Source: an optimization exercise on an open RTL-to-GDS flow (aim: small area and a short achievable clock period). Production flows keep margins and buffers that such runs may drop.
Function was checked by simulation only, so behaviour that the tests miss may differ from the original.

==> flow/design.v (excerpt) <==
module nectx (
    input             clk,
    input             rst,
    input      [31:0] top,
    input             host_we,
    input      [2:0]  host_addr,
    input      [31:0] host_wdata,
    output reg [31:0] host_rdata,
    output     [31:0] carrier
);
Settings: LEC_CHECK=0, ABC_AREA=1, CAP_MARGIN=20, CORE_MARGIN=2, CORE_UTILIZATION=40, SLEW_MARGIN=20; clock period 40.0 ns.
run.sh (not shown) runs the stock make flow with config.mk's settings and CLKGATE_MAP_FILE= SYNTH_SCRIPT=/design/flow/synth_recipe.tcl, a recipe that flattens the netlist after the stock synthesis.
Change:
--- a/flow/design.v
+++ b/flow/design.v
@@ -106,34 +106,24 @@
     always @(*) begin
         for (j = 0; j < 4; j = j + 1) begin
             b_one   = md_ext[2*j+1] ^ md_ext[2*j];
             b_two   = (md_ext[2*j+2] & ~md_ext[2*j+1] & ~md_ext[2*j]) |
                       (~md_ext[2*j+2] & md_ext[2*j+1] & md_ext[2*j]);
             bneg[j] = md_ext[2*j+2];
             bth[j]  = (({40{b_one}} & {1'b0, w}) | ({40{b_two}} & {w, 1'b0})) ^ {40{bneg[j]}};
         end
     end
-    wire [47:0] row0 = {6'b0, ~bneg[0], bneg[0], bneg[0], bth[0]};
-    wire [47:0] row1 = {5'b0, 1'b1, ~bneg[1], bth[1], 1'b0, bneg[0]};
-    wire [47:0] row2 = {3'b0, 1'b1, ~bneg[2], bth[2], 1'b0, bneg[1], 2'b0};
-    wire [47:0] row3 = {2'b0, 1'b1, bth[3], 1'b0, bneg[2], 4'b0};
-    wire [47:0] row4 = {41'b0, md};
-    function [95:0] csa;         
-        input [47:0] x, y, z;
-        begin
-            csa[47:0]  = x ^ y ^ z;
-            csa[95:48] = {(x[46:0] & y[46:0]) | (x[46:0] & z[46:0]) | (y[46:0] & z[46:0]), 1'b0};
-        end
-    endfunction
-    wire [95:0] cs1 = csa(row0, row1, row2);
-    wire [95:0] cs2 = csa(cs1[47:0], cs1[95:48], row3);
-    wire [95:0] cs3 = csa(cs2[47:0], cs2[95:48], row4);
-    wire [47:0] prod = cs3[47:0] + cs3[95:48];
+    wire [47:0] prod = {6'b0, ~bneg[0], bneg[0], bneg[0], bth[0]}
+                     + {5'b0, 1'b1, ~bneg[1], bth[1], 2'b0}
+                     + {3'b0, 1'b1, ~bneg[2], bth[2], 4'b0}
+                     + {1'b0, 1'b1, ~bneg[3], bth[3], 6'b0}
+                     + {40'b0, 1'b0, bneg[3], 1'b0, bneg[2], 1'b0, bneg[1], 1'b0, bneg[0]}
+                     + {41'b0, md};
     assign carrier = prod[44:13];
     wire mark_nz = |carrier;
     always @(*) begin
         case (host_addr)
             3'd0:    host_rdata = cmd_arg_reg;
             3'd1:    host_rdata = {24'd0, cmd_op};
             3'd2:    host_rdata = {16'd0, bit_idx, seq_phase, seq_owner, ovr, ill,
                                    mark_nz, rpt_state, busy};
             3'd3:    host_rdata = {21'd0, r_dur, |r_dur, 3'd0};
The new run finished clean.
Via count shrinks by 2.2%.
Setup slack got worse by 0.46 ns.
Wire length grows by 1.6%.
Synthesized area shrinks by 1.2%.
Global-route usage grows by 0.71 points.
Clock-buffer cell count shrinks by 7.
Cell count shrinks by 3.2%.
Sequential cell count does not change.
Final area shrinks by 0.48%.

--- another note on this design; it stands on its own ---

job 101:
// nectx
module nectx (
    input             clk,
    input             rst,
    input      [31:0] top,
    input             host_we,
    input      [2:0]  host_addr,
    input      [31:0] host_wdata,
    output reg [31:0] host_rdata,
    output     [31:0] carrier
);
Size in the first run: roughly 3300 cells after synthesis, roughly 210 flip-flops, about 130 I/O pins.
Settings: LEC_CHECK=0, ABC_AREA=1, CAP_MARGIN=20, CORE_MARGIN=2, CORE_UTILIZATION=40, SLEW_MARGIN=20; clock period 40.0 ns.
standard.sh (not shown) runs the stock make flow with config.mk's settings and CLKGATE_MAP_FILE= SYNTH_SCRIPT=/design/flow/synth_recipe.tcl, a recipe that flattens the netlist after the stock synthesis.
==> flow/flow/run.sh <==
#!/bin/bash
# The standard layout (the standard.sh: standard synthesis, floorplan,
# placement, CTS, routing), except that the port buffers are buf_2 cells
# instead of the default clkdlybuf4s50_1 delay cells.
set -euo pipefail
export BUFFER_PORTS_ARGS="-buffer_cell sky130_fd_sc_hd__buf_2"
bash standard.sh finish > standard.log 2>&1
diff inputs: job 101 => job 102
==> flow/flow/run.sh <==
#!/bin/bash
# The standard layout (the standard.sh: standard synthesis, floorplan,
# placement, CTS, routing), except that the port buffers are buf_2 cells
# instead of the default clkdlybuf4s50_1 delay cells, and the resizer's
# setup repair aims for 23 ns of slack at the 40 ns clock (a 17 ns
# period) instead of 0, so it also sizes up the paths that set the
# achieved period.
set -euo pipefail
export BUFFER_PORTS_ARGS="-buffer_cell sky130_fd_sc_hd__buf_2"
export SETUP_SLACK_MARGIN=23
bash standard.sh finish > standard.log 2>&1
Results
Looking at via count, job 102 sits 701 above job 101. Job 101 has a higher sequential share of layout area than job 102. Any difference in later-pin clock latency in the skew report between job 101 and job 102 is small enough to ignore. Job 102 vs. job 101: post-route minimum period saw a decrease; non-clock buffer count saw an increase. Wire length of the first global-routing pass delta for job 102 relative to job 101: 3.9% higher. Portion of the clock cycle consumed by the worst path in the final layout is lower on job 102. Re post-CTS setup-driven buffer insertion count: job 102 is 27 up on job 101. Count of clock-buffer cells in the layout went up by more than 10% going from job 101 to job 102.
Modified inputs, job 103 compared to job 102
- CORE_UTILIZATION now 75, was 40
==> flow/run.sh (new file) <==
#!/bin/bash
# synth_recipe.tcl (not shown) runs the flow's synth.tcl, then flattens the netlist and writes it again
# the make line also repeats each setting of config.mk as NAME=value (left out here)
make -C /OpenROAD-flow-scripts/flow DESIGN_CONFIG=/design/flow/config.mk WORK_HOME=/design/flow/orfs CLKGATE_MAP_FILE= SYNTH_SCRIPT=/design/flow/synth_recipe.tcl finish
removed: flow/flow/run.sh
removed: flow/standard.sh
==> notes.md <==
Timing, DRC, antenna: 0 failures across job 102 and job 103
The core area of job 103 falls short of that of job 102 by 47%.
The worst setup path endpoint comes out host_rdata[0] in one run and host_rdata[1] in the other, namely in job 103 and job 102 respectively.
Job 103 ended up with sky130_fd_sc_hd__nand2_1 as its slowest library cell on the worst path; job 102 ended up with sky130_fd_sc_hd__a221oi_2.
Against job 102, job 103 comes in 1 higher on initial antenna violation count.
Global-route usage was lower in the run labelled job 102.
Diff job 102 and job 103: post-route met1 wirelength higher in job 102
Here is what was changed in the inputs of job 104 compared with job 103.
- CORE_UTILIZATION changed from 75 to 40
==> comparison <==
- Die area on job 104 is behind job 103.
- From job 103 to job 104 the numbers moved as follows: fmax about even, routed wire length went down, complex-gate fraction of the synthesized area stayed essentially flat, routing usage on met3 saw a decrease, area of the core shows an increase of 88%.
- Re first-pass GRT wire length: job 104 is 10 mm down on job 103.

## port drivers added, routing unchanged
No port has a modelled driver above. Below, the same layouts with a new extraction and two added sets of constraints.
Step 1 (the two cells are an assumption about what drives the block):
set clk [get_ports {clk}]
set_driving_cell -lib_cell sky130_fd_sc_hd__clkbuf_16 $clk
set_driving_cell -lib_cell sky130_fd_sc_hd__buf_2 [delete_from_list [all_inputs] $clk]
Step 2 times the ports against the registers' clock, not the clock port: input delays grow and output delays shrink by t, the midpoint of the rising clock arrivals with the driver on.
Slacks: no drivers / after step 1 / after step 2; pairs: no drivers / after step 1.
run | shift t [ns] | slack for setup (ns) | worst slew at a driven data input, ns
the first run of note 1 | 0.632 | 19.906 / 19.847 / 20.327 | 0.06
the second run of note 1 | 0.639 | 19.443 / 19.381 / 20.020 | 0.07
job 101 | 0.625 | 22.020 / 22.000 / 22.000 | 0.05
job 102 | 0.636 | 22.650 / 22.577 / 22.577 | 0.07
job 103 | 0.605 | 21.259 / 21.237 / 21.237 | 0.04
job 104 | 0.624 | 21.223 / 21.201 / 21.201 | 0.06
After both steps every run listed still meets setup and hold. For job 102, which loses most, drivers alone change the setup slack by -0.073 ns; drivers and shift together by -0.073 ns.
